What follows belongs to an exercise in optimizing a design on an open flow for small area, a short achievable clock period and few clock cycles; a production flow would make more cautious choices. Power and IR drop assume default switching activity.

== the baseline ==
==> flow/design.v <==
module e20_cache_level #(
    parameter BLK_BITS = 2,    
    parameter ROW_BITS = 3,    
    parameter WAYS     = 2
) (
    input  wire                 clk,
    input  wire                 rst,
    input  wire                 access,    
    input  wire [12:0]          addr,
    output wire [ROW_BITS-1:0]  row,
    output reg                  hit
);
    localparam TAG_BITS = 13 - BLK_BITS - ROW_BITS;
    localparam ROWS     = 1 << ROW_BITS;
    localparam LINES    = ROWS * WAYS;
    wire [TAG_BITS-1:0] tag = addr[12:BLK_BITS+ROW_BITS];
    assign row = addr[BLK_BITS+ROW_BITS-1:BLK_BITS];
    wire [LINES*TAG_BITS-1:0] tags_flat;
    wire [LINES-1:0]          valid_flat;
    wire [WAYS*TAG_BITS-1:0] row_tags  = tags_flat[row*WAYS*TAG_BITS +: WAYS*TAG_BITS];
    wire [WAYS-1:0]          row_valid = valid_flat[row*WAYS +: WAYS];
    integer i;
    reg [WAYS-1:0] shift;      
    always @(*) begin
        hit   = 1'b0;
        shift = {WAYS{1'b1}};  
        for (i = 0; i < WAYS; i = i + 1) begin
            if (row_valid[i] && row_tags[i*TAG_BITS +: TAG_BITS] == tag)
                hit = 1'b1;
        end
        if (hit) begin
            for (i = 0; i < WAYS; i = i + 1)
                shift[i] = 1'b0;
            for (i = 0; i < WAYS; i = i + 1) begin
                if (row_valid[i] && row_tags[i*TAG_BITS +: TAG_BITS] == tag)
                    shift = ~((1 << i) - 1);    
            end
        end
    end
    genvar r, p;
    generate
        for (r = 0; r < ROWS; r = r + 1) begin : g_row
            wire upd = access && (row == r);
            for (p = 0; p < WAYS; p = p + 1) begin : g_line
                reg [TAG_BITS-1:0] tag_q;
                reg                valid_q;
                wire [TAG_BITS-1:0] tag_in;
                wire                valid_in;
                if (p == WAYS - 1) begin : g_end
                    assign tag_in   = tag;
                    assign valid_in = 1'b1;
                end else begin : g_mid
                    assign tag_in   = tags_flat[(r*WAYS+p+1)*TAG_BITS +: TAG_BITS];
                    assign valid_in = valid_flat[r*WAYS+p+1];
                end
                always @(posedge clk) begin
                    if (rst) begin
                        valid_q <= 1'b0;
                    end else if (upd && shift[p]) begin
                        tag_q   <= tag_in;
                        valid_q <= valid_in;
                    end
                end
                assign tags_flat[(r*WAYS+p)*TAG_BITS +: TAG_BITS] = tag_q;
                assign valid_flat[r*WAYS+p] = valid_q;
            end
        end
    endgenerate
endmodule
module e20_top (
    input  wire        clk,
    input  wire        rst,
    output reg         mem_req,
    output reg         mem_we,
    output reg  [12:0] mem_addr,
    output wire [15:0] mem_wdata,
    input  wire [15:0] mem_rdata,
    input  wire        mem_ready,
    output wire        ev1_valid,
    output wire [1:0]  ev1_status,    
    output wire [15:0] ev1_pc,
    output wire [12:0] ev1_addr,
    output wire [2:0]  ev1_row,
    output wire        ev2_valid,
    output wire [1:0]  ev2_status,
    output wire [15:0] ev2_pc,
    output wire [12:0] ev2_addr,
    output wire [3:0]  ev2_row,
    output wire        halted,
    output wire [15:0] pc_out,
    input  wire [2:0]  dbg_sel,
    output wire [15:0] dbg_reg
);
    reg [15:0] pc;
    reg        halt_q;
    reg [15:0] regs [1:7];
    reg        mact;
    reg        mst;          
    reg [12:0] maddr;
    reg [15:0] mwdata;
    reg [2:0]  mrd;
    reg        evv;
    reg        ev_st;
    reg        ev_h1;
    reg        ev_h2;
    wire [15:0] ir     = mem_rdata;
    wire [2:0]  opcode = ir[15:13];
    wire [2:0]  rA     = ir[12:10];
    wire [2:0]  rB     = ir[9:7];
    wire [2:0]  rD     = ir[6:4];
    wire [3:0]  func   = ir[3:0];
    wire [15:0] imm    = {{9{ir[6]}}, ir[6:0]};
    wire [15:0] target = {3'b000, ir[12:0]};
    wire [15:0] va = (rA == 3'd0) ? 16'd0 : regs[rA];
    wire [15:0] vb = (rB == 3'd0) ? 16'd0 : regs[rB];
    wire [15:0] pc1 = pc + 16'd1;
    wire op_rrr  = (opcode == 3'd0);
    wire op_alu  = op_rrr && (func[3:2] == 2'b00 || func == 4'd4);
    wire op_jr   = op_rrr && (func == 4'd8);
    wire op_bad  = op_rrr && !op_alu && !op_jr;
    wire op_mem  = (opcode == 3'd4) || (opcode == 3'd5);
    wire do_halt = (opcode == 3'd2) && (target == pc);
    wire exec = !mact && !halt_q && mem_ready;
    wire        use_imm = !op_rrr;
    wire        inv     = op_rrr ? (func[2:0] == 3'd1 || func[2:0] == 3'd4) : (opcode == 3'd7);
    wire [15:0] bx      = (use_imm ? imm : vb) ^ {16{inv}};
    wire [15:0] sum;
    wire        cout;
    e20_add16 u_add (.a(va), .b(bx), .cin(inv), .sum(sum), .cout(cout));
    wire        lt = !cout;      
    wire       look = mact && mem_ready;
    wire       l1_hit, l2_hit;
    wire [2:0] l1_row;
    wire [3:0] l2_row;
    e20_cache_level #(.BLK_BITS(2), .ROW_BITS(3), .WAYS(2)) u_l1 (
        .clk(clk), .rst(rst), .access(look), .addr(maddr),
        .row(l1_row), .hit(l1_hit)
    );
    e20_cache_level #(.BLK_BITS(3), .ROW_BITS(4), .WAYS(4)) u_l2 (
        .clk(clk), .rst(rst), .access(look && (mst || !l1_hit)), .addr(maddr),
        .row(l2_row), .hit(l2_hit)
    );
    wire [15:0] ev_pc = pc - 16'd1;
    assign ev1_valid  = evv;
    assign ev1_status = ev_st ? 2'd2 : {1'b0, !ev_h1};
    assign ev1_pc     = ev_pc;
    assign ev1_addr   = maddr;
    assign ev1_row    = maddr[4:2];
    assign ev2_valid  = evv && (ev_st || !ev_h1);
    assign ev2_status = ev_st ? 2'd2 : {1'b0, !ev_h2};
    assign ev2_pc     = ev_pc;
    assign ev2_addr   = maddr;
    assign ev2_row    = maddr[6:3];
    assign halted  = halt_q;
    assign pc_out  = pc;
    assign dbg_reg = (dbg_sel == 3'd0) ? 16'd0 : regs[dbg_sel];
    assign mem_wdata = mwdata;
    always @(*) begin
        mem_req  = !halt_q;
        mem_we   = mact && mst;
        mem_addr = mact ? maddr : pc[12:0];
    end
    reg        wr_en;
    reg [2:0]  wr_idx;
    reg [15:0] wr_val;
    reg [15:0] next_pc;
    always @(*) begin
        wr_en   = 1'b0;
        wr_idx  = rB;
        wr_val  = sum;
        next_pc = pc1;
        case (opcode)
            3'd0: begin
                wr_en  = op_alu;
                wr_idx = rD;
                case (func[2:0])
                    3'd2: wr_val = va | vb;
                    3'd3: wr_val = va & vb;
                    3'd4: wr_val = {15'd0, lt};
                    default: wr_val = sum;
                endcase
                if (op_jr) next_pc = va;
            end
            3'd1: wr_en = 1'b1;
            3'd2: next_pc = target;
            3'd3: begin wr_en = 1'b1; wr_idx = 3'd7; wr_val = pc1; next_pc = target; end
            3'd6: if (va == vb) next_pc = pc1 + imm;
            3'd7: begin wr_en = 1'b1; wr_val = {15'd0, lt}; end
            default: ;
        endcase
    end
    integer k;
    always @(posedge clk) begin
        if (rst) begin
            pc     <= 16'd0;
            halt_q <= 1'b0;
            mact   <= 1'b0;
            evv    <= 1'b0;
            for (k = 1; k < 8; k = k + 1)
                regs[k] <= 16'd0;
        end else begin
            evv <= look;
            if (look) begin
                ev_st <= mst;
                ev_h1 <= l1_hit;
                ev_h2 <= l2_hit;
                mact  <= 1'b0;
                pc    <= pc1;
                if (!mst && mrd != 3'd0)
                    regs[mrd] <= mem_rdata;
            end
            if (exec) begin
                if (do_halt) begin
                    halt_q <= 1'b1;
                end else if (op_mem) begin
                    mact   <= 1'b1;
                    mst    <= opcode[0];
                    maddr  <= sum[12:0];
                    mwdata <= vb;
                    mrd    <= rB;
                end else if (!op_bad) begin
                    if (wr_en && wr_idx != 3'd0)
                        regs[wr_idx] <= wr_val;
                    pc <= next_pc;
                end
            end
        end
    end
endmodule
module e20_add16 (
    input  wire [15:0] a,
    input  wire [15:0] b,
    input  wire        cin,
    output wire [15:0] sum,
    output wire        cout
);
    wire [15:0] p = a ^ b;
    wire [15:0] g0 = (a & b) | {15'd0, p[0] & cin};
    wire [15:0] pp0 = p;
    wire [15:0] g1, g2, g3, g4, pp1, pp2, pp3;
    genvar i;
    generate
        for (i = 0; i < 16; i = i + 1) begin : g_l1
            if (i >= 1) begin : g_c
                assign g1[i]  = g0[i] | (pp0[i] & g0[i-1]);
                assign pp1[i] = pp0[i] & pp0[i-1];
            end else begin : g_p
                assign g1[i]  = g0[i];
                assign pp1[i] = pp0[i];
            end
        end
        for (i = 0; i < 16; i = i + 1) begin : g_l2
            if (i >= 2) begin : g_c
                assign g2[i]  = g1[i] | (pp1[i] & g1[i-2]);
                assign pp2[i] = pp1[i] & pp1[i-2];
            end else begin : g_p
                assign g2[i]  = g1[i];
                assign pp2[i] = pp1[i];
            end
        end
        for (i = 0; i < 16; i = i + 1) begin : g_l3
            if (i >= 4) begin : g_c
                assign g3[i]  = g2[i] | (pp2[i] & g2[i-4]);
                assign pp3[i] = pp2[i] & pp2[i-4];
            end else begin : g_p
                assign g3[i]  = g2[i];
                assign pp3[i] = pp2[i];
            end
        end
        for (i = 0; i < 16; i = i + 1) begin : g_l4
            if (i >= 8) begin : g_c
                assign g4[i] = g3[i] | (pp3[i] & g3[i-8]);
            end else begin : g_p
                assign g4[i] = g3[i];
            end
        end
    endgenerate
    assign sum  = p ^ {g4[14:0], cin};
    assign cout = g4[15];
endmodule
==> flow/config.mk <==
export PLATFORM = sky130hd
export DESIGN_NAME = e20_top
export DESIGN_NICKNAME = e20_top
export VERILOG_FILES = /design/flow/design.v
export SDC_FILE = /design/flow/constraint.sdc
export NUM_CORES = 4
export LEC_CHECK = 0
export ABC_CLOCK_PERIOD_IN_PS = 4000
export CAP_MARGIN = 20
export CORE_MARGIN = 2
export CORE_UTILIZATION = 40
export SETUP_SLACK_MARGIN = 3.8
export SLEW_MARGIN = 20
export TNS_END_PERCENT = 0
==> flow/constraint.sdc <==
create_clock -name core_clock -period 8.0 [get_ports {clk}]
set_input_delay 1.6000 -clock core_clock [delete_from_list [all_inputs] [get_ports {clk}]]
set_output_delay 1.6000 -clock core_clock [all_outputs]
set_load 0.01 [all_outputs]
run.sh (not shown) runs the stock make flow with config.mk's settings and CLKGATE_MAP_FILE= SYNTH_SCRIPT=/design/flow/synth_recipe.tcl, a recipe that flattens the netlist after the stock synthesis.
#### Input delta (the candidate over the baseline)
--- a/flow/design.v
+++ b/flow/design.v
@@ -114,6 +114,10 @@
     wire [15:0] va = (rA == 3'd0) ? 16'd0 : regs[rA];
     wire [15:0] vb = (rB == 3'd0) ? 16'd0 : regs[rB];
     wire [15:0] pc1 = pc + 16'd1;
+    wire [7:0]  btlo   = {1'b0, pc1[6:0]} + {1'b0, ir[6:0]};
+    wire [8:0]  bt_inc = pc1[15:7] + 9'd1;
+    wire [8:0]  bt_dec = pc1[15:7] - 9'd1;
+    wire [15:0] btgt   = {(btlo[7] == ir[6]) ? pc1[15:7] : (btlo[7] ? bt_inc : bt_dec), btlo[6:0]};
     wire op_rrr  = (opcode == 3'd0);
     wire op_alu  = op_rrr && (func[3:2] == 2'b00 || func == 4'd4);
     wire op_jr   = op_rrr && (func == 4'd8);
@@ -184,7 +188,7 @@
             3'd1: wr_en = 1'b1;
             3'd2: next_pc = target;
             3'd3: begin wr_en = 1'b1; wr_idx = 3'd7; wr_val = pc1; next_pc = target; end
-            3'd6: if (va == vb) next_pc = pc1 + imm;
+            3'd6: if (va == vb) next_pc = btgt;
             3'd7: begin wr_en = 1'b1; wr_val = {15'd0, lt}; end
             default: ;
         endcase
### Flow results
The candidate reached the end of the flow, and the finished layout is clean on the timing, design-rule and antenna checks. When the candidate is measured against the baseline, its worst setup slack for register-to-register paths turns out 0.09 ns lower. Row final cycle utilization of the critical path: the candidate higher / the baseline lower. Die: the candidate smaller than the baseline. Looking at count of unique library cells instantiated by Yosys, the candidate sits below the baseline. Against the baseline, area after synthesis in the candidate fell slightly. For the clock power, the candidate came in 9.5% higher than the baseline did. Diff the baseline -> the candidate: basic-gate share of the synthesized area counting and, or, nand and nor cells now sits at about the same level, sum of routed wire segments on met1 now sits lower, remaining number of nets flagged by the antenna check after routing now sits at about the same level.
Function was not checked in any run of this note: the RTL went through the layout flow alone.

afterwards: timing with drivers on the ports:
No port has a modelled driver above. Below, the same layouts with a new extraction and two added sets of constraints.
Step 1 assumes that a clkbuf_16 drives the clock port and a buf_2 every other input.
Step 2 adds t to the input delays and takes it off the output delays; t is the mean of the earliest and latest rising clock arrival at the registers after step 1. Input paths then give back, and output paths get back, about the clock's delay inside the block.
a / b / c = ideal / step 1 / step 2; a / b = the first two.
run | shift t [ns] | slack for setup (ns) | worst setup path after step 2 | latest minus earliest clock arrival (ns) | worst slew at a driven data input, ns
the baseline | 0.720 | 3.418 / 3.275 / 2.556 | input to register | 0.031 / 0.031 | 0.21
the candidate | 0.719 | 3.171 / 3.013 / 2.294 | input to register | 0.046 / 0.046 | 0.24
After both steps every run listed still meets setup and hold. For the candidate, which loses most, drivers alone change the setup slack by -0.158 ns; drivers and shift together by -0.877 ns.
